Background: an optimization exercise with open tools, aiming at small area, a short achievable clock period and few clock cycles. Do not read the settings as production practice. Only the layout flow was run in this run; the RTL was not checked for function there. Power and IR drop assume default switching activity.

==> design.v <==
module gsm7_c2s(cls, lo, def_hit, sept);
  input [1:0] cls;
  wire [1:0] cls;
  input [7:0] lo;
  wire [7:0] lo;
  output def_hit;
  wire def_hit;
  output [6:0] sept;
  wire [6:0] sept;
  wire _0_;
  wire _100_;
  wire _101_;
  wire _102_;
  wire _103_;
  wire _104_;
  wire _105_;
  wire _106_;
  wire _107_;
  wire _108_;
  wire _109_;
  wire _10_;
  wire _110_;
  wire _111_;
  wire _112_;
  wire _113_;
  wire _114_;
  wire _115_;
  wire _116_;
  wire _117_;
  wire _118_;
  wire _119_;
  wire _11_;
  wire _120_;
  wire _121_;
  wire _122_;
  wire _123_;
  wire _124_;
  wire _125_;
  wire _126_;
  wire _127_;
  wire _128_;
  wire _129_;
  wire _12_;
  wire _130_;
  wire _131_;
  wire _132_;
  wire _133_;
  wire _134_;
  wire _135_;
  wire _136_;
  wire _137_;
  wire _138_;
  wire _139_;
  wire _13_;
  wire _140_;
  wire _141_;
  wire _142_;
  wire _143_;
  wire _144_;
  wire _145_;
  wire _146_;
  wire _147_;
  wire _148_;
  wire _149_;
  wire _14_;
  wire _150_;
  wire _151_;
  wire _152_;
  wire _153_;
  wire _154_;
  wire _155_;
  wire _156_;
  wire _157_;
  wire _158_;
  wire _159_;
  wire _15_;
  wire _160_;
  wire _161_;
  wire _162_;
  wire _163_;
  wire _164_;
  wire _165_;
  wire _166_;
  wire _167_;
  wire _168_;
  wire _169_;
  wire _16_;
  wire _170_;
  wire _171_;
  wire _172_;
  wire _173_;
  wire _174_;
  wire _175_;
  wire _176_;
  wire _177_;
  wire _178_;
  wire _179_;
  wire _17_;
  wire _180_;
  wire _181_;
  wire _182_;
  wire _183_;
  wire _184_;
  wire _185_;
  wire _186_;
  wire _187_;
  wire _188_;
  wire _189_;
  wire _18_;
  wire _190_;
  wire _191_;
  wire _192_;
  wire _193_;
  wire _194_;
  wire _195_;
  wire _196_;
  wire _197_;
  wire _198_;
  wire _199_;
  wire _19_;
  wire _1_;
  wire _200_;
  wire _201_;
  wire _202_;
  wire _203_;
  wire _204_;
  wire _205_;
  wire _206_;
  wire _207_;
  wire _208_;
  wire _209_;
  wire _20_;
  wire _210_;
  wire _211_;
  wire _212_;
  wire _213_;
  wire _214_;
  wire _215_;
  wire _216_;
  wire _217_;
  wire _218_;
  wire _219_;
  wire _21_;
  wire _220_;
  wire _221_;
  wire _222_;
  wire _223_;
  wire _224_;
  wire _225_;
  wire _226_;
  wire _227_;
  wire _228_;
  wire _229_;
  wire _22_;
  wire _230_;
  wire _231_;
  wire _232_;
  wire _233_;
  wire _234_;
  wire _235_;
  wire _236_;
  wire _237_;
  wire _238_;
  wire _239_;
  wire _23_;
  wire _240_;
  wire _241_;
  wire _242_;
  wire _243_;
  wire _244_;
  wire _245_;
  wire _24_;
  wire _25_;
  wire _26_;
  wire _27_;
  wire _28_;
  wire _29_;
  wire _2_;
  wire _30_;
  wire _31_;
  wire _32_;
  wire _33_;
  wire _34_;
  wire _35_;
  wire _36_;
  wire _37_;
  wire _38_;
  wire _39_;
  wire _3_;
  wire _40_;
  wire _41_;
  wire _42_;
  wire _43_;
  wire _44_;
  wire _45_;
  wire _46_;
  wire _47_;
  wire _48_;
  wire _49_;
  wire _4_;
  wire _50_;
  wire _51_;
  wire _52_;
  wire _53_;
  wire _54_;
  wire _55_;
  wire _56_;
  wire _57_;
  wire _58_;
  wire _59_;
  wire _5_;
  wire _60_;
  wire _61_;
  wire _62_;
  wire _63_;
  wire _64_;
  wire _65_;
  wire _66_;
  wire _67_;
  wire _68_;
  wire _69_;
  wire _6_;
  wire _70_;
  wire _71_;
  wire _72_;
  wire _73_;
  wire _74_;
  wire _75_;
  wire _76_;
  wire _77_;
  wire _78_;
  wire _79_;
  wire _7_;
  wire _80_;
  wire _81_;
  wire _82_;
  wire _83_;
  wire _84_;
  wire _85_;
  wire _86_;
  wire _87_;
  wire _88_;
  wire _89_;
  wire _8_;
  wire _90_;
  wire _91_;
  wire _92_;
  wire _93_;
  wire _94_;
  wire _95_;
  wire _96_;
  wire _97_;
  wire _98_;
  wire _99_;
  wire _9_;
  wire [7:0] hi;
  wire [15:0] \u.cu ;
  wire \u.def_hit ;
  wire [7:0] \u.hi ;
  wire [7:0] \u.lo ;
  wire [6:0] \u.sept ;
  assign _227_ = 4'h1 >> { lo[3], lo[1] };
  assign _226_ = 4'h1 >> { lo[0], lo[4] };
  assign _225_ = 4'h4 >> { _226_, lo[2] };
  assign _224_ = 4'h8 >> { _225_, _227_ };
  assign _223_ = 4'h8 >> { lo[0], lo[1] };
  assign _222_ = 4'h1 >> { _223_, lo[2] };
  assign _221_ = 4'h8 >> lo[4:3];
  assign _220_ = 4'h4 >> { _221_, _222_ };
  assign _219_ = 4'h1 >> { _220_, lo[7] };
  assign _218_ = 4'h4 >> { _219_, _224_ };
  assign _217_ = 4'h1 >> { lo[6], lo[7] };
  assign _216_ = 4'h1 >> { _217_, _218_ };
  assign _215_ = 4'h8 >> { lo[2], lo[4] };
  assign _214_ = 4'h1 >> { _215_, _227_ };
  assign _213_ = 4'h1 >> { _214_, lo[0] };
  assign _212_ = 4'h4 >> { lo[2], lo[4] };
  assign _211_ = 4'h8 >> { _212_, _213_ };
  assign _210_ = 4'h4 >> { _211_, lo[6] };
  assign _209_ = 4'h4 >> { _212_, lo[6] };
  assign _208_ = 4'h8 >> { _209_, _213_ };
  assign _206_ = 4'h1 >> { _207_, _216_ };
  assign _205_ = 4'h1 >> { lo[0], cls[0] };
  assign _204_ = 4'h1 >> { _205_, lo[4] };
  assign _203_ = 4'h2 >> { _214_, lo[7] };
  assign _202_ = 4'h4 >> { _203_, _204_ };
  assign _201_ = 4'h1 >> { _202_, _206_ };
  assign _200_ = 4'h2 >> { _201_, lo[5] };
  assign _199_ = 4'h2 >> { lo[6], lo[3] };
  assign _198_ = 4'h4 >> { _199_, cls[0] };
  assign _197_ = 4'h8 >> { lo[0], lo[5] };
  assign _196_ = 4'h4 >> { _197_, lo[3] };
  assign _195_ = 4'h8 >> { _196_, cls[0] };
  assign _194_ = 4'h2 >> { lo[3], cls[0] };
  assign _193_ = 4'h8 >> { _194_, _197_ };
  assign _192_ = 4'h4 >> { lo[1], cls[0] };
  assign _191_ = 4'h8 >> { _192_, _212_ };
  assign _190_ = 4'h4 >> { lo[3], lo[1] };
  assign _189_ = 4'h4 >> { _190_, lo[5] };
  assign _188_ = 4'h1 >> { _189_, _191_ };
  assign _187_ = 4'h1 >> { lo[0], lo[1] };
  assign _186_ = 4'h1 >> { _187_, lo[7] };
  assign _185_ = 4'h4 >> { lo[2], lo[5] };
  assign _184_ = 4'h2 >> { _185_, _186_ };
  assign _183_ = 4'h2 >> { _184_, _188_ };
  assign _181_ = 4'h4 >> { _183_, _182_ };
  assign _180_ = 4'h1 >> { _184_, _182_ };
  assign _179_ = 4'h8 >> { _180_, _188_ };
  assign _177_ = 4'h1 >> { _178_, lo[7] };
  assign _176_ = 4'h1 >> { _177_, _198_ };
  assign _175_ = 4'h1 >> { _176_, _206_ };
  assign _174_ = 4'h1 >> { _175_, _200_ };
  assign _173_ = 4'h4 >> { _206_, lo[1] };
  assign _172_ = 4'h4 >> { lo[0], lo[1] };
  assign _171_ = 4'h4 >> { _172_, lo[2] };
  assign _170_ = 4'h8 >> { _171_, lo[4] };
  assign _169_ = 4'h8 >> { lo[2], lo[7] };
  assign _168_ = 4'h4 >> { lo[6], lo[1] };
  assign _167_ = 4'h1 >> { _168_, _169_ };
  assign _166_ = 4'h1 >> { _167_, lo[5] };
  assign _165_ = 4'h1 >> { _166_, _170_ };
  assign _164_ = 4'h2 >> { _165_, lo[3] };
  assign _163_ = 4'h1 >> { lo[2], lo[5] };
  assign _162_ = 4'h4 >> { _163_, lo[3] };
  assign _161_ = 4'h1 >> { _162_, _226_ };
  assign _160_ = 4'h2 >> { _161_, cls[0] };
  assign _159_ = 4'h2 >> { lo[4], lo[5] };
  assign _158_ = 4'h4 >> { _159_, lo[2] };
  assign _157_ = 4'h4 >> { lo[6], lo[3] };
  assign _156_ = 4'h8 >> { _157_, _158_ };
  assign _155_ = 4'h8 >> { _168_, _169_ };
  assign _154_ = 4'h8 >> { _197_, _212_ };
  assign _153_ = 4'h1 >> { _154_, _155_ };
  assign _152_ = 4'h4 >> { _153_, _156_ };
  assign _151_ = 4'h4 >> { _152_, _160_ };
  assign _150_ = 4'h8 >> { _151_, _216_ };
  assign _149_ = 4'h4 >> { _150_, _164_ };
  assign _148_ = 4'h4 >> { _151_, _164_ };
  assign _147_ = 4'h8 >> { _148_, _216_ };
  assign sept[1] = 4'h1 >> { _146_, _173_ };
  assign _145_ = 4'h2 >> { lo[6], lo[7] };
  assign _144_ = 4'h1 >> { _145_, _201_ };
  assign _143_ = 4'h4 >> lo[4:3];
  assign _142_ = 4'h1 >> { _212_, lo[5] };
  assign _141_ = 4'h1 >> { _142_, _143_ };
  assign _140_ = 4'h4 >> { lo[4], lo[5] };
  assign _139_ = 4'h1 >> { _140_, _143_ };
  assign _138_ = 4'h4 >> { _139_, _163_ };
  assign _137_ = 4'h1 >> { _143_, _163_ };
  assign _136_ = 4'h4 >> { _137_, _140_ };
  assign _134_ = 4'h2 >> { _135_, lo[0] };
  assign _133_ = 4'h8 >> lo[2:1];
  assign _132_ = 4'h2 >> { _159_, lo[0] };
  assign _131_ = 4'h2 >> { _132_, _133_ };
  assign _130_ = 4'h1 >> { _131_, _134_ };
  assign _129_ = 4'h4 >> { _130_, cls[0] };
  assign _128_ = 4'h1 >> { _131_, cls[0] };
  assign _127_ = 4'h4 >> { _128_, _134_ };
  assign _125_ = 4'h4 >> { _126_, _144_ };
  assign _124_ = 4'h4 >> { _206_, lo[4] };
  assign sept[4] = 4'h1 >> { _124_, _125_ };
  assign _123_ = 4'h8 >> { _133_, _197_ };
  assign _122_ = 4'h4 >> { _123_, _217_ };
  assign _121_ = 4'h4 >> { _197_, _217_ };
  assign _120_ = 4'h8 >> { _121_, _133_ };
  assign _119_ = 4'h2 >> { lo[1], lo[5] };
  assign _118_ = 4'h8 >> { _119_, lo[2] };
  assign _117_ = 4'h1 >> { _118_, lo[7] };
  assign _116_ = 4'h2 >> { _117_, _213_ };
  assign _115_ = 4'h1 >> { _116_, _218_ };
  assign _114_ = 4'h2 >> { _115_, lo[6] };
  assign _113_ = 4'h4 >> { _227_, lo[2] };
  assign _112_ = 4'h1 >> { _113_, _199_ };
  assign _111_ = 4'h4 >> { lo[7], cls[0] };
  assign _110_ = 4'h4 >> { _111_, _112_ };
  assign _109_ = 4'h1 >> { _110_, _114_ };
  assign _107_ = 4'h4 >> { _109_, _108_ };
  assign _106_ = 4'h1 >> { _110_, _108_ };
  assign _105_ = 4'h4 >> { _106_, _114_ };
  assign _104_ = 4'h8 >> { lo[3], lo[1] };
  assign _103_ = 4'h8 >> { _104_, _225_ };
  assign _102_ = 4'h1 >> { _103_, lo[6] };
  assign _101_ = 4'h1 >> lo[4:3];
  assign _100_ = 4'h8 >> { _104_, _215_ };
  assign _99_ = 4'h1 >> { _100_, _101_ };
  assign _98_ = 4'h2 >> { _99_, lo[0] };
  assign _97_ = 4'h8 >> { _98_, _140_ };
  assign _96_ = 4'h2 >> { _140_, _171_ };
  assign _95_ = 4'h8 >> { _96_, lo[3] };
  assign _94_ = 4'h2 >> { _140_, lo[3] };
  assign _93_ = 4'h8 >> { _94_, _171_ };
  assign _92_ = 4'h1 >> { _159_, _221_ };
  assign _91_ = 4'h2 >> { _92_, lo[7] };
  assign _90_ = 4'h8 >> { _91_, _187_ };
  assign _89_ = 4'h8 >> { _187_, lo[7] };
  assign _88_ = 4'h4 >> { _89_, _92_ };
  assign _85_ = 4'h1 >> { _86_, _87_ };
  assign _84_ = 4'h4 >> { _85_, _218_ };
  assign _83_ = 4'h4 >> { _84_, _97_ };
  assign _82_ = 4'h1 >> { _83_, _102_ };
  assign _81_ = 4'h2 >> { _212_, lo[7] };
  assign _80_ = 4'h1 >> { _81_, lo[5] };
  assign _79_ = 4'h2 >> { lo[0], lo[1] };
  assign _78_ = 4'h1 >> { _158_, _163_ };
  assign _77_ = 4'h8 >> { _78_, _79_ };
  assign _76_ = 4'h4 >> { _79_, _163_ };
  assign _75_ = 4'h4 >> { _76_, _158_ };
  assign _73_ = 4'h1 >> { _74_, _170_ };
  assign _72_ = 4'h4 >> { _73_, _80_ };
  assign _71_ = 4'h1 >> { _80_, _170_ };
  assign _70_ = 4'h4 >> { _71_, _74_ };
  assign _68_ = 4'h2 >> { _69_, _157_ };
  assign _67_ = 4'h2 >> { _98_, lo[7] };
  assign _66_ = 4'h2 >> { _67_, lo[5] };
  assign _65_ = 4'h4 >> { _66_, lo[6] };
  assign _64_ = 4'h2 >> lo[6:5];
  assign _63_ = 4'h4 >> { _64_, _67_ };
  assign _62_ = 4'h8 >> { _227_, lo[5] };
  assign _61_ = 4'h4 >> { _119_, lo[3] };
  assign _60_ = 4'h8 >> { _186_, _190_ };
  assign _58_ = 4'h1 >> { _60_, _59_ };
  assign _57_ = 4'h2 >> { _58_, _212_ };
  assign _56_ = 4'h1 >> { _57_, cls[0] };
  assign _54_ = 4'h4 >> { _56_, _55_ };
  assign _53_ = 4'h4 >> { _54_, _68_ };
  assign _52_ = 4'h4 >> { _56_, _68_ };
  assign _51_ = 4'h4 >> { _52_, _55_ };
  assign _49_ = 4'h4 >> { _50_, _82_ };
  assign _48_ = 4'h2 >> { _104_, _159_ };
  assign _47_ = 4'h1 >> { _48_, _140_ };
  assign _46_ = 4'h8 >> { _85_, _222_ };
  assign _45_ = 4'h8 >> { _143_, _187_ };
  assign _44_ = 4'h4 >> { _79_, _143_ };
  assign _43_ = 4'h2 >> { _44_, lo[2] };
  assign _42_ = 4'h4 >> { _43_, _45_ };
  assign _41_ = 4'h2 >> { _42_, _145_ };
  assign _40_ = 4'h4 >> { _41_, _46_ };
  assign _39_ = 4'h4 >> { _40_, _47_ };
  assign _38_ = 4'h2 >> { _47_, _145_ };
  assign _37_ = 4'h4 >> { _38_, _42_ };
  assign _36_ = 4'h4 >> { _37_, _46_ };
  assign _34_ = 4'h2 >> { _35_, cls[0] };
  assign _33_ = 4'h1 >> { _34_, cls[1] };
  assign def_hit = 4'h4 >> { _33_, _49_ };
  assign _32_ = 4'h8 >> { _163_, lo[7] };
  assign _31_ = 4'h1 >> { _32_, _199_ };
  assign _30_ = 4'h1 >> { _31_, lo[1] };
  assign _29_ = 4'h2 >> { _117_, lo[4] };
  assign _28_ = 4'h8 >> { _104_, lo[0] };
  assign _27_ = 4'h1 >> { _187_, lo[5] };
  assign _26_ = 4'h4 >> { _27_, _28_ };
  assign _25_ = 4'h2 >> { _26_, lo[2] };
  assign _24_ = 4'h4 >> { _25_, _29_ };
  assign _23_ = 4'h1 >> { _24_, _59_ };
  assign _22_ = 4'h2 >> { _23_, lo[6] };
  assign _21_ = 4'h1 >> { _22_, _30_ };
  assign _20_ = 4'h2 >> { _21_, _216_ };
  assign _19_ = 4'h4 >> { _101_, _192_ };
  assign _18_ = 4'h1 >> { _19_, _221_ };
  assign _17_ = 4'h1 >> { _18_, _118_ };
  assign _16_ = 4'h8 >> { _17_, _216_ };
  assign _15_ = 4'h2 >> { _16_, lo[0] };
  assign _14_ = 4'h1 >> { _15_, _20_ };
  assign _13_ = 4'h8 >> { lo[6], lo[7] };
  assign _12_ = 4'h4 >> { _13_, _190_ };
  assign _11_ = 4'h2 >> { _12_, _178_ };
  assign _10_ = 4'h2 >> { _11_, _216_ };
  assign _9_ = 4'h8 >> { lo[4], lo[7] };
  assign _8_ = 4'h4 >> { _9_, lo[0] };
  assign _7_ = 4'h2 >> { _8_, _216_ };
  assign _6_ = 4'h2 >> { _7_, lo[3] };
  assign _5_ = 4'h1 >> { _6_, _10_ };
  assign _4_ = 4'h8 >> { _104_, _163_ };
  assign _3_ = 4'h1 >> { _133_, _145_ };
  assign _2_ = 4'h2 >> { _3_, _205_ };
  assign _1_ = 4'h1 >> { _172_, _215_ };
  assign _0_ = 4'h2 >> { _1_, _13_ };
  assign _245_ = 4'h1 >> { _0_, _2_ };
  assign _244_ = 4'h8 >> { _190_, lo[7] };
  assign _243_ = 4'h1 >> { _244_, _225_ };
  assign _242_ = 4'h1 >> { _243_, _163_ };
  assign _241_ = 4'h2 >> { _242_, _245_ };
  assign _240_ = 4'h4 >> { _241_, _4_ };
  assign _239_ = 4'h2 >> { _104_, _163_ };
  assign _238_ = 4'h1 >> { _163_, _225_ };
  assign _237_ = 4'h4 >> { _238_, _244_ };
  assign _236_ = 4'h1 >> { _237_, _239_ };
  assign _235_ = 4'h2 >> { _236_, _245_ };
  assign _233_ = 4'h1 >> { _234_, _206_ };
  assign _232_ = 4'h4 >> { _188_, _206_ };
  assign _231_ = 4'h2 >> { _13_, lo[2] };
  assign _230_ = 4'h4 >> { _231_, _232_ };
  assign _229_ = 4'h1 >> { _230_, _233_ };
  assign _207_ = 4'he >> { _210_, _208_ };
  assign _182_ = 4'he >> { _195_, _193_ };
  assign _178_ = 4'he >> { _181_, _179_ };
  assign _146_ = 4'he >> { _149_, _147_ };
  assign _135_ = 8'hfe >> { _141_, _138_, _136_ };
  assign _126_ = 4'he >> { _129_, _127_ };
  assign _108_ = 4'he >> { _122_, _120_ };
  assign _228_ = 4'he >> { _107_, _105_ };
  assign _87_ = 4'he >> { _95_, _93_ };
  assign _86_ = 4'he >> { _90_, _88_ };
  assign _74_ = 4'he >> { _77_, _75_ };
  assign _69_ = 4'he >> { _72_, _70_ };
  assign _55_ = 4'he >> { _65_, _63_ };
  assign _59_ = 4'he >> { _62_, _61_ };
  assign _50_ = 4'he >> { _53_, _51_ };
  assign _35_ = 4'he >> { _39_, _36_ };
  assign _234_ = 4'he >> { _240_, _235_ };
  assign sept[5] = 2'h1 >> _174_;
  assign sept[6] = 2'h1 >> _228_;
  assign sept[0] = 2'h1 >> _14_;
  assign sept[3] = 2'h1 >> _5_;
  assign sept[2] = 2'h1 >> _229_;
  assign \u.lo  = lo;
  assign \u.hi  = { hi[2], hi[2], hi[5], hi[2], hi[2], hi[2], hi[0], hi[0] };
  assign \u.sept  = sept;
  assign \u.def_hit  = def_hit;
  assign \u.cu  = { hi[2], hi[2], hi[5], hi[2], hi[2], hi[2], hi[0], hi[0], lo };
  assign { hi[7:6], hi[4:3], hi[1] } = { hi[2], hi[2], hi[2], hi[2], hi[0] };
endmodule
module gsm7_s2c(esc, sept, lo, g, e, esc_ok);
  input esc;
  wire esc;
  input [6:0] sept;
  wire [6:0] sept;
  output [7:0] lo;
  wire [7:0] lo;
  output g;
  wire g;
  output e;
  wire e;
  output esc_ok;
  wire esc_ok;
  wire _0_;
  wire _100_;
  wire _101_;
  wire _102_;
  wire _103_;
  wire _104_;
  wire _105_;
  wire _106_;
  wire _107_;
  wire _108_;
  wire _109_;
  wire _10_;
  wire _110_;
  wire _111_;
  wire _112_;
  wire _113_;
  wire _114_;
  wire _115_;
  wire _116_;
  wire _117_;
  wire _118_;
  wire _119_;
  wire _11_;
  wire _120_;
  wire _121_;
  wire _122_;
  wire _123_;
  wire _124_;
  wire _125_;
  wire _126_;
  wire _127_;
  wire _128_;
  wire _129_;
  wire _12_;
  wire _130_;
  wire _131_;
  wire _132_;
  wire _133_;
  wire _134_;
  wire _135_;
  wire _136_;
  wire _137_;
  wire _138_;
  wire _139_;
  wire _13_;
  wire _140_;
  wire _141_;
  wire _142_;
  wire _143_;
  wire _144_;
  wire _145_;
  wire _146_;
  wire _147_;
  wire _148_;
  wire _149_;
  wire _14_;
  wire _150_;
  wire _151_;
  wire _152_;
  wire _153_;
  wire _154_;
  wire _155_;
  wire _156_;
  wire _157_;
  wire _158_;
  wire _159_;
  wire _15_;
  wire _160_;
  wire _161_;
  wire _162_;
  wire _163_;
  wire _164_;
  wire _165_;
  wire _166_;
  wire _167_;
  wire _168_;
  wire _169_;
  wire _16_;
  wire _170_;
  wire _171_;
  wire _172_;
  wire _173_;
  wire _174_;
  wire _175_;
  wire _176_;
  wire _177_;
  wire _178_;
  wire _179_;
  wire _17_;
  wire _180_;
  wire _181_;
  wire _182_;
  wire _183_;
  wire _184_;
  wire _185_;
  wire _186_;
  wire _187_;
  wire _188_;
  wire _189_;
  wire _18_;
  wire _190_;
  wire _191_;
  wire _192_;
  wire _193_;
  wire _194_;
  wire _195_;
  wire _196_;
  wire _197_;
  wire _198_;
  wire _199_;
  wire _19_;
  wire _1_;
  wire _200_;
  wire _201_;
  wire _202_;
  wire _203_;
  wire _204_;
  wire _205_;
  wire _206_;
  wire _207_;
  wire _208_;
  wire _209_;
  wire _20_;
  wire _210_;
  wire _211_;
  wire _212_;
  wire _213_;
  wire _214_;
  wire _215_;
  wire _216_;
  wire _217_;
  wire _218_;
  wire _219_;
  wire _21_;
  wire _220_;
  wire _221_;
  wire _222_;
  wire _223_;
  wire _224_;
  wire _225_;
  wire _226_;
  wire _227_;
  wire _228_;
  wire _229_;
  wire _22_;
  wire _230_;
  wire _231_;
  wire _232_;
  wire _233_;
  wire _234_;
  wire _235_;
  wire _236_;
  wire _237_;
  wire _238_;
  wire _239_;
  wire _23_;
  wire _240_;
  wire _241_;
  wire _242_;
  wire _243_;
  wire _244_;
  wire _245_;
  wire _246_;
  wire _247_;
  wire _248_;
  wire _249_;
  wire _24_;
  wire _250_;
  wire _251_;
  wire _252_;
  wire _253_;
  wire _254_;
  wire _255_;
  wire _256_;
  wire _257_;
  wire _258_;
  wire _25_;
  wire _26_;
  wire _27_;
  wire _28_;
  wire _29_;
  wire _2_;
  wire _30_;
  wire _31_;
  wire _32_;
  wire _33_;
  wire _34_;
  wire _35_;
  wire _36_;
  wire _37_;
  wire _38_;
  wire _39_;
  wire _3_;
  wire _40_;
  wire _41_;
  wire _42_;
  wire _43_;
  wire _44_;
  wire _45_;
  wire _46_;
  wire _47_;
  wire _48_;
  wire _49_;
  wire _4_;
  wire _50_;
  wire _51_;
  wire _52_;
  wire _53_;
  wire _54_;
  wire _55_;
  wire _56_;
  wire _57_;
  wire _58_;
  wire _59_;
  wire _5_;
  wire _60_;
  wire _61_;
  wire _62_;
  wire _63_;
  wire _64_;
  wire _65_;
  wire _66_;
  wire _67_;
  wire _68_;
  wire _69_;
  wire _6_;
  wire _70_;
  wire _71_;
  wire _72_;
  wire _73_;
  wire _74_;
  wire _75_;
  wire _76_;
  wire _77_;
  wire _78_;
  wire _79_;
  wire _7_;
  wire _80_;
  wire _81_;
  wire _82_;
  wire _83_;
  wire _84_;
  wire _85_;
  wire _86_;
  wire _87_;
  wire _88_;
  wire _89_;
  wire _8_;
  wire _90_;
  wire _91_;
  wire _92_;
  wire _93_;
  wire _94_;
  wire _95_;
  wire _96_;
  wire _97_;
  wire _98_;
  wire _99_;
  wire _9_;
  wire [15:0] cu;
  wire [15:0] \u.cu ;
  wire \u.esc ;
  wire \u.esc_ok ;
  wire [6:0] \u.sept ;
  wire [15:0] \u.x ;
  assign _239_ = 4'h4 >> { sept[0], sept[2] };
  assign _238_ = 4'h1 >> { sept[3], sept[4] };
  assign _237_ = 4'h2 >> { sept[1], sept[6] };
  assign _236_ = 4'h8 >> { _237_, _238_ };
  assign _235_ = 4'h2 >> { esc, sept[2] };
  assign _234_ = 4'h2 >> { _235_, _236_ };
  assign _233_ = 4'h4 >> { _234_, _239_ };
  assign _232_ = 4'h1 >> { _235_, _239_ };
  assign _231_ = 4'h8 >> { _232_, _236_ };
  assign _230_ = 4'h1 >> { sept[1], sept[4] };
  assign _229_ = 4'h1 >> { _230_, sept[3] };
  assign _228_ = 4'h2 >> { _229_, esc };
  assign _227_ = 4'h2 >> { sept[0], sept[2] };
  assign _226_ = 4'h4 >> { _227_, sept[1] };
  assign _225_ = 4'h1 >> { sept[0], sept[1] };
  assign _224_ = 4'h8 >> { _225_, sept[2] };
  assign _222_ = 4'h8 >> { _223_, _238_ };
  assign _221_ = 4'h2 >> { _222_, sept[5] };
  assign _220_ = 4'h4 >> { _221_, _228_ };
  assign _219_ = 4'h2 >> { _228_, sept[5] };
  assign _218_ = 4'h4 >> { _219_, _222_ };
  assign _216_ = 4'h1 >> { _217_, sept[6] };
  assign _214_ = 4'h1 >> { _216_, _215_ };
  assign _213_ = 4'h2 >> { sept[2], sept[4] };
  assign _212_ = 4'h2 >> { sept[1], sept[3] };
  assign _211_ = 4'h2 >> { _212_, sept[0] };
  assign _210_ = 4'h2 >> { _211_, _213_ };
  assign _209_ = 4'h1 >> { _235_, sept[1] };
  assign _208_ = 4'h2 >> { sept[3], sept[4] };
  assign _207_ = 4'h4 >> { _208_, _209_ };
  assign _206_ = 4'h1 >> { _207_, _210_ };
  assign g = 4'h1 >> { _206_, _214_ };
  assign _205_ = 4'h8 >> { _213_, sept[1] };
  assign _204_ = 4'h4 >> { sept[1], sept[2] };
  assign _203_ = 4'h8 >> { _204_, sept[4] };
  assign _202_ = 4'h8 >> { _238_, sept[0] };
  assign _201_ = 4'h2 >> { sept[0], sept[4] };
  assign _200_ = 4'h1 >> { sept[2], sept[6] };
  assign _199_ = 4'h4 >> { _200_, sept[3] };
  assign _198_ = 4'h4 >> { _199_, _201_ };
  assign _197_ = 4'h1 >> { sept[2], sept[3] };
  assign _196_ = 4'h1 >> { _201_, sept[6] };
  assign _195_ = 4'h8 >> { _196_, _197_ };
  assign _193_ = 4'h1 >> { _194_, esc };
  assign _192_ = 4'h1 >> { _193_, _202_ };
  assign _190_ = 4'h4 >> { _192_, _191_ };
  assign _189_ = 4'h8 >> { sept[3], sept[4] };
  assign _188_ = 4'h8 >> { _189_, sept[6] };
  assign _187_ = 4'h4 >> { _188_, _210_ };
  assign _186_ = 4'h2 >> { _187_, _214_ };
  assign _185_ = 4'h8 >> { sept[0], sept[4] };
  assign _184_ = 4'h2 >> { _185_, sept[3] };
  assign _183_ = 4'h1 >> { _184_, _212_ };
  assign _182_ = 4'h1 >> { _183_, _210_ };
  assign _181_ = 4'h4 >> { sept[0], sept[1] };
  assign _180_ = 4'h4 >> { sept[2], sept[4] };
  assign _179_ = 4'h8 >> { _180_, _181_ };
  assign _178_ = 4'h4 >> { _204_, sept[0] };
  assign _177_ = 4'h1 >> { _178_, _179_ };
  assign _176_ = 4'h4 >> { _181_, sept[4] };
  assign _175_ = 4'h1 >> { _176_, _204_ };
  assign _174_ = 4'h1 >> { _175_, _239_ };
  assign _172_ = 4'h8 >> { _173_, _182_ };
  assign _171_ = 4'h1 >> { _172_, _186_ };
  assign lo[7] = 4'h4 >> { _171_, _190_ };
  assign _170_ = 4'h8 >> { _192_, _230_ };
  assign _169_ = 4'h4 >> { esc, sept[0] };
  assign _168_ = 4'h8 >> { sept[1], sept[6] };
  assign _167_ = 4'h1 >> { _168_, _213_ };
  assign _166_ = 4'h1 >> { _167_, sept[5] };
  assign _165_ = 4'h2 >> { _166_, sept[3] };
  assign _164_ = 4'h1 >> { _165_, _169_ };
  assign _163_ = 4'h4 >> { _180_, sept[5] };
  assign _162_ = 4'h8 >> { sept[1], sept[3] };
  assign _161_ = 4'h2 >> { _162_, _163_ };
  assign _160_ = 4'h8 >> { _181_, _213_ };
  assign _159_ = 4'h1 >> { _160_, _161_ };
  assign _158_ = 4'h1 >> { _159_, sept[3] };
  assign _157_ = 4'h4 >> { _181_, sept[6] };
  assign _156_ = 4'h1 >> { sept[1], sept[6] };
  assign _155_ = 4'h8 >> { _156_, sept[0] };
  assign _154_ = 4'h1 >> { sept[0], sept[5] };
  assign _153_ = 4'h2 >> { _154_, sept[2] };
  assign _151_ = 4'h4 >> { _153_, _152_ };
  assign _150_ = 4'h4 >> { _189_, _200_ };
  assign _149_ = 4'h4 >> { _150_, _151_ };
  assign _148_ = 4'h1 >> { _149_, _158_ };
  assign _147_ = 4'h8 >> { _148_, _164_ };
  assign _146_ = 4'h2 >> { _149_, _164_ };
  assign _145_ = 4'h4 >> { _146_, _158_ };
  assign _143_ = 4'h4 >> { _144_, _186_ };
  assign _142_ = 4'h4 >> { _143_, _170_ };
  assign _141_ = 4'h1 >> { _171_, sept[6] };
  assign lo[6] = 4'h1 >> { _141_, _142_ };
  assign _140_ = 4'h1 >> { _168_, _230_ };
  assign _139_ = 4'h8 >> { _140_, sept[2] };
  assign _138_ = 4'h4 >> { _139_, _163_ };
  assign _137_ = 4'h2 >> { _163_, sept[2] };
  assign _136_ = 4'h8 >> { _137_, _140_ };
  assign _135_ = 4'h4 >> { esc, sept[2] };
  assign _134_ = 4'h2 >> { sept[0], sept[1] };
  assign _133_ = 4'h1 >> { _197_, _239_ };
  assign _132_ = 4'h2 >> { sept[0], sept[3] };
  assign _131_ = 4'h1 >> { _132_, sept[2] };
  assign _129_ = 4'h1 >> { _130_, _134_ };
  assign _128_ = 4'h1 >> { _129_, _135_ };
  assign _126_ = 4'h1 >> { _128_, _127_ };
  assign _125_ = 4'h1 >> { _126_, _202_ };
  assign _124_ = 4'h2 >> { _125_, _171_ };
  assign _123_ = 4'h8 >> { _171_, esc };
  assign _122_ = 4'h2 >> { _123_, sept[5] };
  assign _121_ = 4'h1 >> { _156_, sept[3] };
  assign _120_ = 4'h1 >> { _121_, _152_ };
  assign _119_ = 4'h1 >> { _120_, _239_ };
  assign _118_ = 4'h8 >> { _119_, _171_ };
  assign _117_ = 4'h2 >> { _120_, _171_ };
  assign _116_ = 4'h4 >> { _117_, _239_ };
  assign _114_ = 4'h1 >> { _115_, _122_ };
  assign _113_ = 4'h4 >> { _114_, _124_ };
  assign _112_ = 4'h1 >> { _115_, _124_ };
  assign _111_ = 4'h1 >> { _119_, _202_ };
  assign _110_ = 4'h4 >> { _111_, _126_ };
  assign _109_ = 4'h2 >> { _110_, _171_ };
  assign _107_ = 4'h1 >> { _108_, _122_ };
  assign _106_ = 4'h2 >> { _180_, sept[5] };
  assign _105_ = 4'h1 >> { esc, sept[3] };
  assign _104_ = 4'h8 >> { _134_, _180_ };
  assign _103_ = 4'h2 >> { _104_, _105_ };
  assign _102_ = 4'h1 >> { _103_, _181_ };
  assign _101_ = 4'h1 >> { _102_, _106_ };
  assign _100_ = 4'h2 >> { _101_, _171_ };
  assign _99_ = 4'h2 >> { _115_, sept[4] };
  assign _98_ = 4'h1 >> { _99_, _100_ };
  assign _97_ = 4'h8 >> { _143_, sept[6] };
  assign _96_ = 4'h1 >> { _230_, _237_ };
  assign _95_ = 4'h1 >> { _96_, _97_ };
  assign _94_ = 4'h4 >> { _171_, _197_ };
  assign _93_ = 4'h4 >> { _94_, _95_ };
  assign _92_ = 4'h1 >> { _191_, _223_ };
  assign _91_ = 4'h2 >> { _92_, _140_ };
  assign _90_ = 4'h1 >> { _185_, sept[5] };
  assign _89_ = 4'h2 >> { _90_, _197_ };
  assign _88_ = 4'h1 >> { _89_, _91_ };
  assign _87_ = 4'h2 >> { _180_, _184_ };
  assign _86_ = 4'h2 >> { _87_, _88_ };
  assign _85_ = 4'h1 >> { sept[1], sept[3] };
  assign _84_ = 4'h1 >> { _85_, _162_ };
  assign _83_ = 4'h1 >> { _84_, _86_ };
  assign _82_ = 4'h2 >> { _83_, _159_ };
  assign _81_ = 4'h4 >> { _82_, esc };
  assign _80_ = 4'h4 >> { _159_, esc };
  assign _79_ = 4'h4 >> { _80_, _83_ };
  assign _77_ = 4'h8 >> { _78_, _93_ };
  assign lo[4] = 4'h1 >> { _77_, _98_ };
  assign _76_ = 4'h4 >> { _127_, _212_ };
  assign _75_ = 4'h4 >> { _76_, _134_ };
  assign _74_ = 4'h1 >> { _134_, _212_ };
  assign _73_ = 4'h8 >> { _74_, _127_ };
  assign _71_ = 4'h1 >> { _72_, _186_ };
  assign _70_ = 4'h8 >> { _71_, _78_ };
  assign _69_ = 4'h4 >> { _186_, sept[3] };
  assign lo[3] = 4'h1 >> { _69_, _70_ };
  assign _68_ = 4'h1 >> { _97_, _186_ };
  assign _67_ = 4'h2 >> { _68_, sept[2] };
  assign _66_ = 4'h1 >> { _204_, sept[4] };
  assign _65_ = 4'h4 >> { _66_, _225_ };
  assign _64_ = 4'h1 >> { _225_, sept[4] };
  assign _63_ = 4'h4 >> { _64_, _204_ };
  assign _62_ = 4'h4 >> { _201_, _209_ };
  assign _61_ = 4'h2 >> { esc, sept[1] };
  assign _60_ = 4'h1 >> { _61_, sept[3] };
  assign _59_ = 4'h1 >> { _60_, _238_ };
  assign _58_ = 4'h2 >> { esc, sept[4] };
  assign _57_ = 4'h1 >> { _58_, sept[3] };
  assign _56_ = 4'h1 >> { _57_, _85_ };
  assign _54_ = 4'h4 >> { _55_, _62_ };
  assign _52_ = 4'h4 >> { _54_, _53_ };
  assign _51_ = 4'h1 >> { _204_, _225_ };
  assign _50_ = 4'h2 >> { _51_, sept[3] };
  assign _49_ = 4'h2 >> { _60_, sept[4] };
  assign _48_ = 4'h1 >> { _49_, _50_ };
  assign _47_ = 4'h1 >> { _48_, _62_ };
  assign _46_ = 4'h2 >> { _227_, sept[1] };
  assign _45_ = 4'h8 >> { sept[0], sept[1] };
  assign _44_ = 4'h1 >> { _45_, _204_ };
  assign _43_ = 4'h1 >> { _213_, sept[5] };
  assign _42_ = 4'h8 >> { _43_, _105_ };
  assign _40_ = 4'h8 >> { _42_, _41_ };
  assign _39_ = 4'h8 >> { _41_, _105_ };
  assign _38_ = 4'h4 >> { _105_, _204_ };
  assign _37_ = 4'h4 >> { _38_, _45_ };
  assign _35_ = 4'h8 >> { _36_, _43_ };
  assign _32_ = 4'h1 >> { _33_, _34_ };
  assign _31_ = 4'h1 >> { _32_, _149_ };
  assign _30_ = 4'h1 >> { _31_, _186_ };
  assign _29_ = 4'h1 >> { _30_, _67_ };
  assign _28_ = 4'h2 >> { _68_, sept[1] };
  assign _27_ = 4'h4 >> { _149_, sept[6] };
  assign _26_ = 4'h2 >> { esc, sept[0] };
  assign _25_ = 4'h8 >> { _26_, _230_ };
  assign _24_ = 4'h4 >> { _181_, esc };
  assign _23_ = 4'h4 >> { _24_, sept[4] };
  assign _22_ = 4'h4 >> { _176_, esc };
  assign _20_ = 4'h1 >> { _21_, _132_ };
  assign _19_ = 4'h1 >> { _20_, sept[2] };
  assign _18_ = 4'h2 >> { _19_, _88_ };
  assign _17_ = 4'h4 >> { _18_, _27_ };
  assign _16_ = 4'h1 >> { _17_, _186_ };
  assign _15_ = 4'h1 >> { _16_, _28_ };
  assign _14_ = 4'h2 >> { _93_, sept[0] };
  assign _13_ = 4'h4 >> { _97_, _181_ };
  assign _12_ = 4'h4 >> { _213_, sept[1] };
  assign _11_ = 4'h1 >> { _12_, esc };
  assign _10_ = 4'h2 >> { _11_, _132_ };
  assign _9_ = 4'h1 >> { _213_, esc };
  assign _8_ = 4'h2 >> { _61_, _132_ };
  assign _7_ = 4'h4 >> { _8_, _9_ };
  assign _6_ = 4'h1 >> { _84_, esc };
  assign _5_ = 4'h8 >> { _6_, _139_ };
  assign _4_ = 4'h8 >> { _140_, _235_ };
  assign _3_ = 4'h4 >> { _4_, _84_ };
  assign _1_ = 4'h1 >> { _2_, _104_ };
  assign _258_ = 4'h4 >> { _1_, _0_ };
  assign _257_ = 4'h1 >> { _0_, _104_ };
  assign _256_ = 4'h4 >> { _257_, _2_ };
  assign _254_ = 4'h2 >> { _255_, _171_ };
  assign _253_ = 4'h1 >> { _254_, _13_ };
  assign _252_ = 4'h4 >> { _253_, _14_ };
  assign e = 4'h8 >> { _215_, sept[0] };
  assign _251_ = 4'h1 >> { _72_, _106_ };
  assign _250_ = 4'h1 >> { _251_, sept[6] };
  assign _249_ = 4'h1 >> { _250_, _236_ };
  assign _248_ = 4'h4 >> { _182_, _204_ };
  assign _240_ = 4'h1 >> { _154_, _179_ };
  assign _241_ = 4'h1 >> { _240_, _163_ };
  assign _242_ = 4'h4 >> { _154_, _163_ };
  assign _243_ = 4'h8 >> { _137_, _176_ };
  assign _244_ = 4'h1 >> { _243_, _242_ };
  assign _246_ = 4'h4 >> { _245_, _248_ };
  assign esc_ok = 4'h1 >> { _246_, _249_ };
  assign _215_ = 4'he >> { _233_, _231_ };
  assign _223_ = 4'he >> { _226_, _224_ };
  assign _217_ = 4'he >> { _220_, _218_ };
  assign _191_ = 4'he >> { _205_, _203_ };
  assign _194_ = 4'he >> { _198_, _195_ };
  assign _173_ = 4'hb >> { _177_, _174_ };
  assign _152_ = 4'he >> { _157_, _155_ };
  assign _144_ = 4'he >> { _147_, _145_ };
  assign _127_ = 4'he >> { _138_, _136_ };
  assign _130_ = 4'hb >> { _133_, _131_ };
  assign _115_ = 4'he >> { _118_, _116_ };
  assign _108_ = 4'hb >> { _112_, _109_ };
  assign _247_ = 4'he >> { _113_, _107_ };
  assign _78_ = 4'he >> { _81_, _79_ };
  assign _72_ = 4'he >> { _75_, _73_ };
  assign _53_ = 4'he >> { _65_, _63_ };
  assign _55_ = 4'he >> { _59_, _56_ };
  assign _34_ = 4'he >> { _52_, _47_ };
  assign _41_ = 4'hb >> { _46_, _44_ };
  assign _36_ = 4'he >> { _39_, _37_ };
  assign _33_ = 4'he >> { _40_, _35_ };
  assign _21_ = 8'hfe >> { _25_, _23_, _22_ };
  assign _0_ = 4'he >> { _10_, _7_ };
  assign _2_ = 4'he >> { _5_, _3_ };
  assign _255_ = 4'he >> { _258_, _256_ };
  assign _245_ = 4'hb >> { _241_, _244_ };
  assign lo[5] = 2'h1 >> _247_;
  assign lo[2] = 2'h1 >> _29_;
  assign lo[1] = 2'h1 >> _15_;
  assign lo[0] = 2'h1 >> _252_;
  assign { \u.x [15:14], \u.x [12:9] } = { 5'h00, \u.x [8] };
  assign \u.esc_ok  = esc_ok;
  assign \u.cu  = { 2'h0, e, 3'h0, g, g, lo };
  assign \u.sept  = sept;
  assign \u.esc  = esc;
  assign cu = { 2'h0, e, 3'h0, g, g, lo };
endmodule
module gsm7_codec (
    input  wire        clk,
    input  wire        rst,
    input  wire        cmd_valid,
    output wire        cmd_ready,
    input  wire        cmd_dec,       
    input  wire [2:0]  cmd_pad,       
    input  wire [8:0]  cmd_len,       
    input  wire        in_valid,
    output wire        in_ready,
    input  wire [15:0] in_data,
    output reg         out_valid,
    output wire [15:0] out_data,
    output reg         done,
    output wire        done_err,
    output wire [8:0]  done_pos,
    output wire        done_escp
);
    localparam [6:0] ESC_MARK = 7'h1B;
    reg         busy;        
    reg         fresh;       
    reg         dec;         
    reg         cmd_rdy;
    reg         in_rdy;
    reg         fin;         
    reg  [8:0]  cnt;         
    reg         zw;          
    reg  [15:0] w;           
    reg         v0, v1;      
    reg         wesc;        
    reg         half;        
    reg  [2:0]  n;           
    reg         acc6;        
    wire [6:0]  acc = {acc6, w[15:10]};
    reg         esc;
    reg         err;
    reg  [8:0]  pos;         
    reg  [7:0]  out_lo;      
    reg         out_g;       
    reg         out_e;       
    assign cmd_ready = cmd_rdy;
    assign in_ready  = in_rdy;
    assign done_err  = err;
    assign done_pos  = pos;
    assign done_escp = esc;
    assign out_data  = {2'b00, out_e, 3'b000, out_g, out_g, out_lo};
    wire cmd_acc = cmd_valid & cmd_rdy;
    wire in_acc  = in_valid & in_rdy;
    wire        c_def;
    wire [6:0]  c_sept;
    gsm7_c2s u_c2s (.cls(w[9:8]), .lo(w[7:0]), .def_hit(c_def), .sept(c_sept));
    wire        e_tok  = busy && !dec && v0;             
    wire        e_two  = e_tok && wesc && !half;          
    wire        e_cons = e_tok && !e_two;                 
    wire [6:0]  e_sept = !e_tok ? 7'd0 : e_two ? ESC_MARK : c_sept;
    wire [14:0] e_comb = {8'd0, acc} | ({8'd0, e_sept} << n);
    wire        e_emit = e_tok && (n != 3'd0);            
    wire        e_lastt = e_cons && (cnt == 9'd0);        
    wire        e_left = (n != 3'd1);
    wire        e_done = fin || (e_lastt && !(e_emit && e_left));
    wire        e_out  = fin ? (n != 3'd0) : (e_emit || e_lastt);
    wire [7:0]  il = in_data[7:0];
    wire        ih00 = (in_data[15:8] == 8'h00);
    wire        ih03 = (in_data[15:8] == 8'h03);
    wire        ih20 = (in_data[15:8] == 8'h20);
    wire        ihx  = !(ih00 || ih03 || ih20);
    wire [1:0]  in_cls = {ih20 || ihx, ih03 || ihx};
    wire        in_esc = (ih00 &&
                          (il == 8'h5B || il == 8'h5C || il == 8'h5D || il == 8'h5E ||
                           il == 8'h7B || il == 8'h7C || il == 8'h7D || il == 8'h7E)) ||
                         (in_data == 16'h20AC);
    wire [15:0] d_win  = w >> n;
    wire [6:0]  d_sept = d_win[6:0];
    wire        d_ext  = busy && dec && (cnt != 9'd0) && v0 && (n <= 3'd1 || v1);
    wire        d_shift = d_ext && (n != 3'd0);           
    wire        d_mark = (d_sept == ESC_MARK);
    wire [7:0]  d_lo;
    wire        d_g, d_e, d_eok;
    gsm7_s2c u_s2c (.esc(esc), .sept(d_sept), .lo(d_lo), .g(d_g), .e(d_e), .esc_ok(d_eok));
    wire        d_bad  = d_ext && !d_mark && esc && !d_eok;
    wire        d_out  = d_ext && !d_mark;
    wire        d_lastt = d_ext && (cnt == 9'd1);
    wire        d_done = d_lastt || (zw && in_acc) || (fin && dec);
    wire        a0 = d_shift ? v1 : v0;
    wire        a1 = d_shift ? 1'b0 : v1;
    wire        to1 = in_acc && a0;                       
    wire        fin_done = dec ? d_done : e_done;
    wire        busy_n = cmd_acc || (busy && !fin_done);
    wire [8:0]  cnt_n  = cmd_acc ? cmd_len :
                         (!dec && in_acc) || d_ext ? cnt - 9'd1 : cnt;
    wire [2:0]  n_n    = cmd_acc ? cmd_pad :
                         (e_tok || d_ext) ? n - 3'd1 : n;
    wire        dec_n  = cmd_acc ? cmd_dec : dec;
    wire        v0_n   = !cmd_acc && (dec ? (a0 || in_acc) : ((v0 && !e_cons) || in_acc));
    wire        v1_n   = !cmd_acc && dec && (a1 || to1);
    wire        c_ge1 = (cnt != 9'd0);
    wire        c_ge2 = (cnt[8:1] != 8'd0);
    wire        c_ge3 = (cnt[8:2] != 7'd0) || (cnt[1:0] == 2'd3);
    wire        c_ge4 = (cnt[8:2] != 7'd0);
    wire        nz_n  = d_ext ? c_ge2 : c_ge1;
    wire        ge3_n = d_ext ? c_ge4 : c_ge3;
    wire        eq2_n = d_ext ? (c_ge3 && !c_ge4) : (c_ge2 && !c_ge3);
    wire        eq1_n = d_ext ? (c_ge2 && !c_ge3) : (c_ge1 && !c_ge2);
    wire [2:0]  p_n   = d_ext ? n - 3'd1 : n;
    wire        dn_need = !a0 ? nz_n :
                          ge3_n || (eq2_n && (!a1 || p_n > 3'd2)) || (eq1_n && !a1 && p_n >= 3'd2);
    wire        dn_rdy  = busy && !d_lastt && !fin && (zw || dn_need) && (!(a0 && a1) || p_n != 3'd0);
    wire        da_need = ge3_n || (eq2_n && (!a0 || p_n > 3'd2)) || (eq1_n && !a0 && p_n >= 3'd2);
    wire        da_rdy  = !zw && da_need && (!a0 || p_n != 3'd0);
    wire        en_rdy  = busy && c_ge1;
    wire        ea_rdy  = (cnt != 9'd1) && !in_esc;
    wire        new_rdy = (cmd_len != 9'd0) || (cmd_dec && cmd_pad != 3'd0);
    wire        zw_n    = cmd_acc ? (cmd_dec && cmd_len == 9'd0 && cmd_pad != 3'd0) :
                          (zw && !in_acc);
    wire        fin_n   = cmd_acc ? (cmd_len == 9'd0 && !(cmd_dec && cmd_pad != 3'd0)) :
                          (e_lastt && e_emit && e_left);
    wire        end_n   = fin_n ||
                          (!cmd_acc && dec && !d_lastt && !fin && eq1_n &&
                           (in_acc ? (a0 || p_n <= 3'd1) : (a0 && (a1 || p_n <= 3'd1))));
    wire        rdy_n   = cmd_acc ? new_rdy :
                          in_acc  ? (dec ? da_rdy : ea_rdy) :
                                    (dec ? dn_rdy : en_rdy);
    always @(posedge clk) begin
        if (rst) begin
            busy      <= 1'b0;
            cmd_rdy   <= 1'b0;
            in_rdy    <= 1'b0;
            fin       <= 1'b0;
            v0        <= 1'b0;
            v1        <= 1'b0;
            out_valid <= 1'b0;
            done      <= 1'b0;
        end else begin
            busy      <= busy_n;
            cmd_rdy   <= !busy_n || end_n;
            in_rdy    <= rdy_n;
            v0        <= busy_n && v0_n;
            v1        <= busy_n && v1_n;
            fin       <= fin_n;
            out_valid <= dec ? d_out : e_out;
            done      <= busy && fin_done;
        end
    end
    always @(posedge clk) begin
        dec  <= dec_n;
        cnt  <= cnt_n;
        n    <= n_n;
        zw   <= zw_n;
        half <= e_two;
        fresh <= cmd_acc;
        if (in_acc) wesc <= in_esc;
        if (in_acc) begin
            if (!dec || !to1) w[7:0] <= in_data[7:0];
            if (!dec)         w[9:8] <= in_cls;
            else if (to1)     w[15:8] <= in_data[7:0];
        end else if (d_shift) begin
            w[7:0] <= w[15:8];
        end
        if (in_acc && dec && !to1 && d_shift) w[7:0] <= in_data[7:0];
        if (in_acc && dec && to1 && d_shift) w[7:0] <= w[15:8];
        if (cmd_acc)
            {acc6, w[15:10]} <= 7'd0;
        else if (e_tok)
            {acc6, w[15:10]} <= (n != 3'd0) ? e_comb[14:8] : e_comb[6:0];
        out_lo <= dec ? d_lo : e_comb[7:0];
        out_g  <= dec && d_g;
        out_e  <= dec && d_e;
        if (fresh) begin
            esc <= 1'b0;
            err <= 1'b0;
            pos <= 9'h1FF;
        end else begin
            if (d_ext) esc <= d_mark;
            if ((e_cons && !(c_def || wesc)) || d_bad) err <= 1'b1;
            if (((e_tok && !half) || d_ext) && !err)
                pos <= pos + 9'd1;
        end
    end
endmodule
==> flow/run.sh <==
#!/bin/bash
# Own flow: the standard flow, with the port buffers made from the
# smallest buffer cell instead of the default choice.
set -euo pipefail
# the standard synthesis, unchanged
bash standard.sh synth > synth.log 2>&1
# the rest of the standard flow
bash standard.sh 'BUFFER_PORTS_ARGS=-buffer_cell sky130_fd_sc_hd__buf_1' finish > layout.log 2>&1
==> standard.sh <==
#!/bin/bash
# synth_recipe.tcl (not shown) runs the flow's synth.tcl, then flattens the netlist and writes it again
# the make line also repeats each setting of config.mk as NAME=value (left out here)
make -C /OpenROAD-flow-scripts/flow DESIGN_CONFIG=/design/flow/config.mk WORK_HOME=/design/flow/orfs CLKGATE_MAP_FILE= SYNTH_SCRIPT=/design/flow/synth_recipe.tcl "${@:-finish}"
==> config.mk <==
export PLATFORM = sky130hd
export DESIGN_NAME = gsm7_codec
export DESIGN_NICKNAME = gsm7_codec
export VERILOG_FILES = /design/flow/design.v
export SDC_FILE = /design/flow/constraint.sdc
export NUM_CORES = 4
export LEC_CHECK = 0
export ABC_AREA = 1
export ABC_CLOCK_PERIOD_IN_PS = 3000
export CAP_MARGIN = 20
export CORE_MARGIN = 5
export CORE_UTILIZATION = 25
export CTS_BUF_LIST = sky130_fd_sc_hd__clkbuf_4 sky130_fd_sc_hd__clkbuf_8
export CTS_CLUSTER_SIZE = 30
export SETUP_SLACK_MARGIN = 5
export SLEW_MARGIN = 20
==> constraint.sdc <==
create_clock -name core_clock -period 8.0 [get_ports {clk}]
set_input_delay 1.6000 -clock core_clock [delete_from_list [all_inputs] [get_ports {clk}]]
set_output_delay 1.6000 -clock core_clock [all_outputs]
set_load 0.01 [all_outputs]
==> summary.txt <==
## report_power, final
| group | total [uW] | switching [uW] | internal (uW) |
|---|---|---|---|
| Combinational | 298 | 202 | 95.7 |
| Sequential | 370 | 15.1 | 355 |
| Clock | 312 | 134 | 178 |
## layout make-up
cell class              count  area (sq um)
well taps                 285           357
repair buffers             99           546
clock inverters             6          85.1
flip-flops and latches     63          1500
inverters                 105           419
multi-input cells         713          3580
fillers                  2507         15800
clock buffers              10           131
repair inverters            1          5.00
## cell usage after synthesis, types with 12 or more instances
cell / n / share of area
nand3_1: 82 / 0.073
inv_2: 14 / 0.0093
inv_1: 87 / 0.058
o211ai_1: 12 / 0.016
buf_2: 18 / 0.016
a21oi_1: 59 / 0.052
o21ai_1: 17 / 0.015
nor2_1: 93 / 0.062
nand2_1: 261 / 0.17
nand2_2: 12 / 0.013
edfxtp_1: 24 / 0.13
o21ai_0: 72 / 0.064
dfxtp_1: 39 / 0.14
## worst min-delay path, stage by stage (launching register included)
cell	delay [ns]
dfxtp_1	0.31
inv_1	0.06
nand2_1	0.05
nand3_1	0.07
## sequential cells by signal (all words and copies together) (netlist names)
register	count
w	16
cnt	9
pos	9
out_lo	8
n	3
acc6	1
busy	1
cmd_rdy	1
dec	1
done	1
err	1
esc	1
fin	1
fresh	1
half	1
in_rdy	1
out_e	1
out_g	1
out_valid	1
v0	1
v1	1
wesc	1
zw	1
## layout by cell type (no fill, tap or decap), types with 12 or more instances in the layout
| master | instances |
|---|---|
| inv_1 | 83 |
| nor2_1 | 86 |
| dfxtp_1 | 39 |
| buf_1 | 58 |
| o21ai_1 | 15 |
| a21oi_1 | 59 |
| nand3_1 | 80 |
| nor2_2 | 13 |
| nand2_1 | 258 |
| buf_4 | 37 |
| edfxtp_1 | 24 |
| o21ai_0 | 69 |
| o211ai_1 | 12 |
| nand2_2 | 13 |
## worst paths after layout
| path | slack (ns) | endpoint | start |
|---|---|---|---|
| setup reg to reg | 5.19 | w[12] | n[1] |
| hold / removal | 0.51 | pos[8] | pos[8] |
| setup / recovery | 5.10 | in_rdy | in_data[0] |
| hold reg to reg | 0.51 | pos[8] | pos[8] |
## what timing repair did
action	CTS	global route
endpoints found under the setup margin	50	37
cloned	0	1
hold endpoints to repair	0	0
pin swaps	0	6
buffers inserted	16	23
resized for setup	11	28
hold buffers	0	0
## layer usage
layer  share of wire  track usage  routed length, um  up-vias
met5               0            0                  0        -
met1            0.43        0.190               8190     2956
li1                -            -                  -     3194
met4           0.033       0.0540                616        0
met3           0.090       0.0334               1690       53
met2            0.44        0.220               8390      348
## logic make-up (layout without fill, tap and decap cells)
logic type / after synthesis / in the layout / synth area share
AND/OR/NAND/NOR: 491 / 491 / 0.375
adder cells (fa/ha/maj): 11 / 11 / 0.0243
AO/OA/AOI/OAI: 202 / 202 / 0.207
buffers and inverters: 147 / 221 / 0.122
flip-flops: 63 / 63 / 0.265
XOR/XNOR: 4 / 4 / 0.00619
other: 1 / 5 / 0.000663
## per-stage QoR
step           instance area, sq um  total power [uW]  hold slack, ns   util
5_1_grt                        6630              1040           0.522  0.295
3_5_place_dp                   5970               640           0.496  0.266
4_1_cts                        6340               964           0.510  0.283
6_report                       6630               979           0.512  0.295
2_1_floorplan                  5670               575           0.445      -
3_3_place_gp                   5970               644           0.485  0.266
==> flow_summary.json <==
{
  "place_congestion": 0.959,
  "hpwl_um": 13700,
  "setup.worst_path.class": "in -> reg",
  "netlist_area_sq_um": 5660,
  "avgSynthCellArea_sq_um": 6.16,
  "layout_setup_ws_ns": 5.10,
  "track_usage": 0.142,
  "die-area_sq_um": 25700,
  "first_pass_iters": 5,
  "post-route-drc-count": 0,
  "antenna_cells": 0,
  "ys.flop_type": "dfxtp_1",
  "clk_pin_slew_worst_paths_ns": 0.07,
  "critical_path_required_ns": 8.24,
  "root_buffer": "clkbuf_8",
  "ant_nets": 0,
  "fin_crit_sh": 0.362,
  "pre_cts_slack_ns": 4.20,
  "worst_path_largest_cell_delay_ns": 0.43,
  "cts_tree": "built",
  "clock_skew_ns": 0.0103,
  "status": "timing/DRC/antenna clean",
  "drt_iter0_drc": 694,
  "ys_ff_latch": 63,
  "rsz0062_at_grt": "yes",
  "synth_cells": 919,
  "end_kind": "register",
  "setup_viol": 0,
  "slew_headroom": 0.387,
  "antenna_found_initial": 0,
  "fin_crit_ns": 2.90,
  "vias": 6551,
  "powerDensity_nw_per_um2": 148,
  "start_util": 0.252,
  "worst-path-buf-inv": 1,
  "overflow": 0,
  "drv_slew": 0,
  "hp-class": "reg -> reg",
  "crit_family": "compound AO/OA/AOI/OAI gates",
  "cts.sinks": 63,
  "core_sq_um": 22400,
  "fp-row-count": 55,
  "ir_drop_uv": 103,
  "fmax_mhz": 345,
  "io_pins": 64,
  "maxCapViolations": 0,
  "worstPathMaxFanout": 5,
  "cp.depth": 10,
  "die_x_um": 160,
  "synth-edff-count": 24,
  "slowest_stage": "a2111oi_0",
  "grt_pass1_wl_um": 30100,
  "via_per_inst": 5.11,
  "hold_viol": 0,
  "htree_num_levels": 3,
  "drive_gt1_frac": 0.143,
  "critPathLaunchType": "input port",
  "wl_um": 18900,
  "seq_area_frac_synth": 0.265,
  "path_cells": "buf_1 -> nand2_1 -> nor2_1 -> a2111oi_0 -> o21ai_0 -> nor2_2 -> a2bb2oi_1 -> a21oi_1 -> nand2_1 -> a21oi_1",
  "grt_pass1_vias": 5969,
  "grt_start_max_net_pins": 31,
  "tightest_slew_ns": 0.915,
  "cts_buffers": 9,
  "ys_warn_count": 1,
  "io_buffers": 58,
  "p_leak_uw": 0.00286,
  "die_y_um": 160,
  "r2r_cells": 17,
  "clock_latency_ns": 0.36,
  "synth_cell_types": 52,
  "worstHoldPathCells": 3,
  "area_growth_pct": 17.1,
  "async_flop_share": 0,
  "fin_setup_tns_ns": 0,
  "dp.cells": 1226,
  "nets": 1036,
  "routedWlPerCell_um": 14.7,
  "arrival_ns": 3.14,
  "cts_buffer_depth": 2,
  "layoutNonFillerInstCount": 1282
}

==> separate check: timing with driven ports <==
No port has a modelled driver above. Below, the same layout with a new extraction and two added sets of constraints. Step 1 sets driving cells, clkbuf_16 on the clock port and buf_2 on the other inputs (assumed; they add their load-dependent delay and slew). Step 2 times the ports against the registers' clock, not the clock port: input delays grow and output delays shrink by t, the midpoint of the rising clock arrivals with the driver on. Three values: ideal, step 1, step 2; two values: the first two.
t (ns): 0.392
slack for setup (ns): 5.103 / 5.111 / 4.720
pins driven straight from the clock port: 1
After both steps this run still meets setup and hold. The setup slack of this run moves by +0.008 ns with the drivers and by -0.383 ns with both steps.
